Background: an optimization exercise with open tools, aiming at small area, a short achievable clock period and few clock cycles per item. Do not read the settings as production practice. Power figures rest on the tool's default switching activity, not on a simulated workload.

==> flow/design.v <==
module gsm7_septet (
    input  wire        clk,
    input  wire        rst,           
    input  wire        cmd_valid,
    output wire        cmd_ready,
    input  wire [2:0]  cmd_op,
    input  wire [15:0] cmd_len,
    input  wire [7:0]  cmd_hdr_len,
    input  wire        in_valid,
    output wire        in_ready,
    input  wire [31:0] in_data,
    output wire        out_valid,
    input  wire        out_ready,
    output wire [7:0]  out_data,
    output wire        res_valid,
    input  wire        res_ready,
    output wire [7:0]  res_err,
    output wire [7:0]  res_count
);
    reg         busy;        
    reg         crdy;        
    reg         rv;          
    reg         irdy;        
    reg         m_pack;      
    reg         m_hex;       
    reg         pre;         
    reg         more;        
    reg  [10:0] rem;         
    reg  [7:0]  cnt;         
    reg  [2:0]  hl;          
    reg         hexhi;       
    reg         skip;        
    reg  [4:0]  err;
    reg         sv;          
    reg  [7:0]  sq;          
    reg         sbad;        
    reg  [1:0]  sc;          
    reg         slo;         
    reg  [14:0] acc;         
    reg  [3:0]  k;           
    reg  [7:0]  od;          
    reg  [3:0]  lo;          
    reg         ov;          
    reg         olo;         
    function automatic [7:0] hexc(input [3:0] d);
        reg g;
        begin
            g = d[3] & (d[2] | d[1]);                    
            hexc = {1'b0, g, ~g, ~g, ~g & d[3],
                    g ? (d[2] & (d[1] | d[0])) : d[2],
                    g ? ~(d[1] ^ d[0]) : d[1],
                    d[0] ^ g};
        end
    endfunction
    wire len_big = (|cmd_len[15:11]) | (cmd_len[10] & (|cmd_len[9:0]));
    wire op_pack = (cmd_op == 3'd0);
    wire op_hdr  = (cmd_op == 3'd1);
    wire hl_big  = (|cmd_hdr_len[7:3]) | (&cmd_hdr_len[2:0]);
    wire n_255   = |cmd_len[10:8];
    wire n_248   = n_255 | ((&cmd_len[7:3]) & (|cmd_len[2:0]));
    reg  [4:0] pf;
    always @* begin
        if (cmd_op[2] & cmd_op[1])                     pf = 5'h10;
        else if (len_big)                              pf = 5'h12;
        else if (cmd_op == 3'd5)                       pf = 5'h03;
        else if (op_pack & n_255)                      pf = 5'h19;
        else if (op_hdr & hl_big)                      pf = 5'h17;
        else if (op_hdr & n_248)                       pf = 5'h19;
        else                                           pf = 5'h00;
    end
    wire pf_any  = (cmd_op[2] & cmd_op[1]) | len_big | (cmd_op == 3'd5) |
                   (op_pack & n_255) | (op_hdr & (hl_big | n_248));
    wire c_pre   = op_hdr & ~len_big & ~hl_big & ~n_248;
    wire c_more  = ~pf_any & (|cmd_len[10:0]);
    wire c_pack  = op_pack | op_hdr;
    wire [7:0] len7     = cmd_len[7:0] + 8'd7;
    wire [7:0] len_byte = op_hdr ? len7 : cmd_len[7:0];
    wire hl_nz   = |hl;
    wire auto_st = pre & ~hl_nz;                     
    wire pre_bit = pre & cnt[2] & cnt[1];            
    wire move    = sv & (~k[3] | slo);               
    wire sfree   = ~sv | move;
    wire done_in = ~pre & ~more & ~sv;
    wire flt   = |err;                               
    assign in_ready = irdy;
    wire fire  = in_valid & irdy;
    wire st1   = auto_st ? (skip | sfree) : fire;    
    wire sload = st1 & ~skip;                        
    wire commit = ~pre & ~m_pack & (~m_hex | hexhi);  
    wire hi24  = |in_data[31:8];
    wire c_dig = (in_data[7:4] == 4'h3) & (in_data[3:0] <= 4'h9);
    wire c_let = ~in_data[7] & in_data[6] & (in_data[4:3] == 2'b00) &
                 (in_data[2:0] != 3'd0) & (in_data[2:0] != 3'd7);
    wire [3:0] hv = {in_data[3] | in_data[6],
                     in_data[2] ^ (in_data[6] & in_data[1] & in_data[0]),
                     in_data[1] ^ (in_data[6] & in_data[0]),
                     in_data[0] ^ in_data[6]};
    wire [7:0] sx = auto_st ? 8'd0 :
                    (~pre & m_hex) ? (hexhi ? {4'd0, hv} : {hv, 4'd0}) : in_data[7:0];
    wire bad = (~pre & m_hex) ? ~(~hi24 & (c_dig | c_let)) :
               (hi24 | (~pre & m_pack & in_data[7]));
    wire [1:0] sw = pre ? {pre_bit, 1'b0} :
                    m_pack ? 2'd1 :
                    (m_hex & ~hexhi) ? 2'd3 : 2'd0;
    reg        s_fault;
    reg  [4:0] s_err;
    always @* begin
        s_fault = sbad; s_err = 5'h13;
        if (m_pack) begin
            if (sc == 2'd1) s_err = 5'h18;
        end else if (m_hex) begin
            s_err = 5'h15;
            if ((sc == 2'd3) & ~sbad & ~more) begin s_fault = 1'b1; s_err = 5'h16; end
        end
    end
    wire        k7  = &k[2:0];
    wire [14:0] ins = {7'd0, sq} << k[2:0];
    wire [14:0] tot = acc | (move ? ins : 15'd0);
    wire [3:0]  kw  = (sc == 2'd0) ? {1'b1, k[2:0]} :
                      (sc == 2'd1) ? ({1'b0, k[2:0]} + 4'd7) :
                      (sc == 2'd2) ? ({1'b0, k[2:0]} + 4'd1) : {1'b0, k[2:0]};
    wire [3:0]  kt  = move ? kw : k;
    wire hi_on  = ov & m_pack & ~olo;                
    wire ofree  = ~ov | (out_ready & ~hi_on);
    wire av_go  = (sc == 2'd0) | ((sc == 2'd1) & (|k[2:0])) | (((sc == 2'd2) | ~m_pack) & k7);
    wire av_no  = k[3] | (m_pack ? (done_in & (|k[2:0])) : k7);
    wire avail  = move ? av_go : av_no;
    wire load   = ofree & avail;
    wire left   = k[3] | (m_pack ? (|k[2:0]) : k7);      
    assign out_valid = ov;
    assign out_data  = od;
    assign res_valid = rv;
    assign res_err   = {3'd0, err};
    assign res_count = cnt;                           
    assign cmd_ready = crdy;
    wire take = ~busy & cmd_valid;
    wire pre_n  = pre & ~((pre_bit & st1) | (auto_st & skip));
    wire more_n = (fire & ~pre) ? (rem != 11'd1) : more;
    wire hlnz_n = (fire & pre) ? (hl != 3'd1) : hl_nz;
    wire cap_n  = sload & commit & (cnt == 8'd158);
    wire skip_n = skip | cap_n | (move & ~flt & s_fault);
    wire sv_n   = sload | (sv & ~move);
    wire slo_n  = sload ? (m_hex & hexhi) : slo;
    wire k3_n   = load ? (~m_pack & (&kt)) : kt[3];
    wire room_n = skip_n | ~sv_n | ~k3_n | slo_n;
    wire need_n = pre_n ? hlnz_n : more_n;
    always @(posedge clk) begin
        if (rst) begin
            busy <= 1'b0;
            crdy <= 1'b1;
            rv   <= 1'b0;
            ov   <= 1'b0;
            irdy <= 1'b0;
        end else if (take) begin
            busy <= 1'b1;
            crdy <= 1'b0;
            irdy <= c_pre ? (|cmd_hdr_len[2:0]) : c_more;
        end else if (busy) begin
            irdy <= need_n & room_n;
            if (ov & out_ready & ~hi_on)
                ov <= 1'b0;
            if (load)
                ov <= 1'b1;
            if (!rv && done_in && !left && ofree)
                rv <= 1'b1;
            if (rv && res_ready) begin
                rv   <= 1'b0;
                busy <= 1'b0;
                crdy <= 1'b1;
                irdy <= 1'b0;
            end
        end
    end
    always @(posedge clk) begin
        if (!busy) begin
            pre    <= c_pre;
            more   <= c_more;
            sv     <= 1'b0;
            m_pack <= c_pack;
            m_hex  <= (cmd_op == 3'd2);
            rem    <= cmd_len[10:0];
            cnt    <= 8'd0;
            hl     <= cmd_hdr_len[2:0];
            hexhi  <= 1'b0;
            skip   <= pf_any;
            err    <= pf;
            acc    <= {7'd0, len_byte & {8{c_pack}}};
            k      <= {c_pack, 3'd0};
        end else begin
            more <= more_n;
            pre  <= pre_n;
            if (sload)
                sv <= 1'b1;
            else if (move)
                sv <= 1'b0;
            if (fire & ~pre)
                rem <= rem - 11'd1;
            if (fire & pre) hl <= hl - 3'd1;
            if (m_hex & fire) hexhi <= ~hexhi;
            if (flt)
                cnt <= 8'd0;
            else if (pre ? (st1 & ~skip) : (sload & (m_pack | commit)))
                cnt <= cnt + ((~m_pack & (cnt[2:0] == 3'd6)) ? 8'd2 : 8'd1);
            if (cap_n)
                skip <= 1'b1;                           
            if (sload) begin
                sq   <= sx;
                sbad <= ~auto_st & bad;
                sc  <= sw;
                slo <= m_hex & hexhi;
            end
            if (move & ~flt & s_fault) begin            
                skip <= 1'b1;
                err  <= s_err;
            end
            if (ov & out_ready & hi_on)
                olo <= 1'b1;
            if (load | (out_ready & hi_on))
                od  <= m_pack ? hexc(hi_on ? lo : tot[7:4]) : {1'b0, tot[6:0]};
            if (load) begin
                lo  <= tot[3:0];
                olo <= 1'b0;
                if (m_pack) begin
                    acc <= {8'd0, tot[14:8]};
                    k   <= kt[3] ? {1'b0, kt[2:0]} : 4'd0;
                end else begin
                    acc <= {7'd0, tot[14:7]};
                    k   <= kt - 4'd7;
                end
            end else begin
                acc <= tot;
                k   <= kt;
            end
        end
    end
endmodule
==> flow/config.mk <==
export PLATFORM = sky130hd
export DESIGN_NAME = gsm7_septet
export DESIGN_NICKNAME = gsm7_septet
export VERILOG_FILES = /design/flow/design.v
export SDC_FILE = /design/flow/constraint.sdc
export NUM_CORES = 4
export LEC_CHECK = 0
export CAP_MARGIN = 20
export CORE_MARGIN = 2
export CORE_UTILIZATION = 60
export CTS_BUF_LIST = sky130_fd_sc_hd__clkbuf_8
export SETUP_SLACK_MARGIN = 4.3
export SLEW_MARGIN = 20
==> flow/constraint.sdc <==
create_clock -name core_clock -period 7.0 [get_ports {clk}]
set_input_delay 1.4000 -clock core_clock [delete_from_list [all_inputs] [get_ports {clk}]]
set_output_delay 1.4000 -clock core_clock [all_outputs]
set_load 0.01 [all_outputs]
standard.sh (not shown) runs the stock make flow with config.mk's settings and CLKGATE_MAP_FILE= SYNTH_SCRIPT=/design/flow/synth_recipe.tcl, a recipe that flattens the netlist after the stock synthesis.
==> flow/flow/run.sh <==
#!/bin/bash
# Standard layout, with plain buffers (not delay cells) on the ports.
set -euo pipefail
export BUFFER_PORTS_ARGS="-buffer_cell sky130_fd_sc_hd__buf_1"
bash standard.sh > standard.log 2>&1
==> next run, changes <==
--- a/flow/design.v
+++ b/flow/design.v
@@ -155,5 +155,5 @@
             busy <= 1'b1;
             crdy <= 1'b0;
-            irdy <= c_pre ? (|cmd_hdr_len[2:0]) : c_more;
+            irdy <= op_hdr ? (|cmd_hdr_len[2:0]) : (|cmd_len[10:0]);
         end else if (busy) begin
             irdy <= need_n & room_n;
What happened:
- The new run passed the timing, DRC and antenna checks
- first-iteration DRC count climbs by 18%
- clock-buffer cell count is unchanged
- final cell count grows by 1.5%
- worst hold slack gets better by 7.9 ps
- synthesized area is higher by 0.82%
- wire length rose by 3.3%
- power increases by 3.2%
- die area came out higher by 0.78%
No functional check of the RTL was part of any run of this note.

separate check: timing with driven ports:
The results above use ideal ports. As a check the final layouts listed here were re-extracted and re-timed, cells and wires unchanged. Step 1 sets driving cells, clkbuf_16 on the clock port and buf_2 on the other inputs (assumed; they add their load-dependent delay and slew). Step 2 moves the port delays by t, midway between the first and last clock arrival at a register: inputs arrive t later, outputs are due t later. That takes back most of the time a late clock gives input paths. Slacks: no drivers / after step 1 / after step 2; pairs: no drivers / after step 1.
run | t, ns | setup slack, ns | worst hold slack (ns) | slew at the worst register clock pin (ns) | pins driven straight from the clock port
the first run | 0.402 | 3.761 / 3.744 / 3.342 | 0.491 / 0.491 / 0.491 | 0.10 / 0.10 | 1
the second run | 0.396 | 4.240 / 4.253 / 3.857 | 0.499 / 0.499 / 0.499 | 0.10 / 0.10 | 1
After both steps every run listed still meets setup and hold. The setup slack of the first run, which loses most, moves by -0.017 ns with the drivers and by -0.419 ns with both steps.
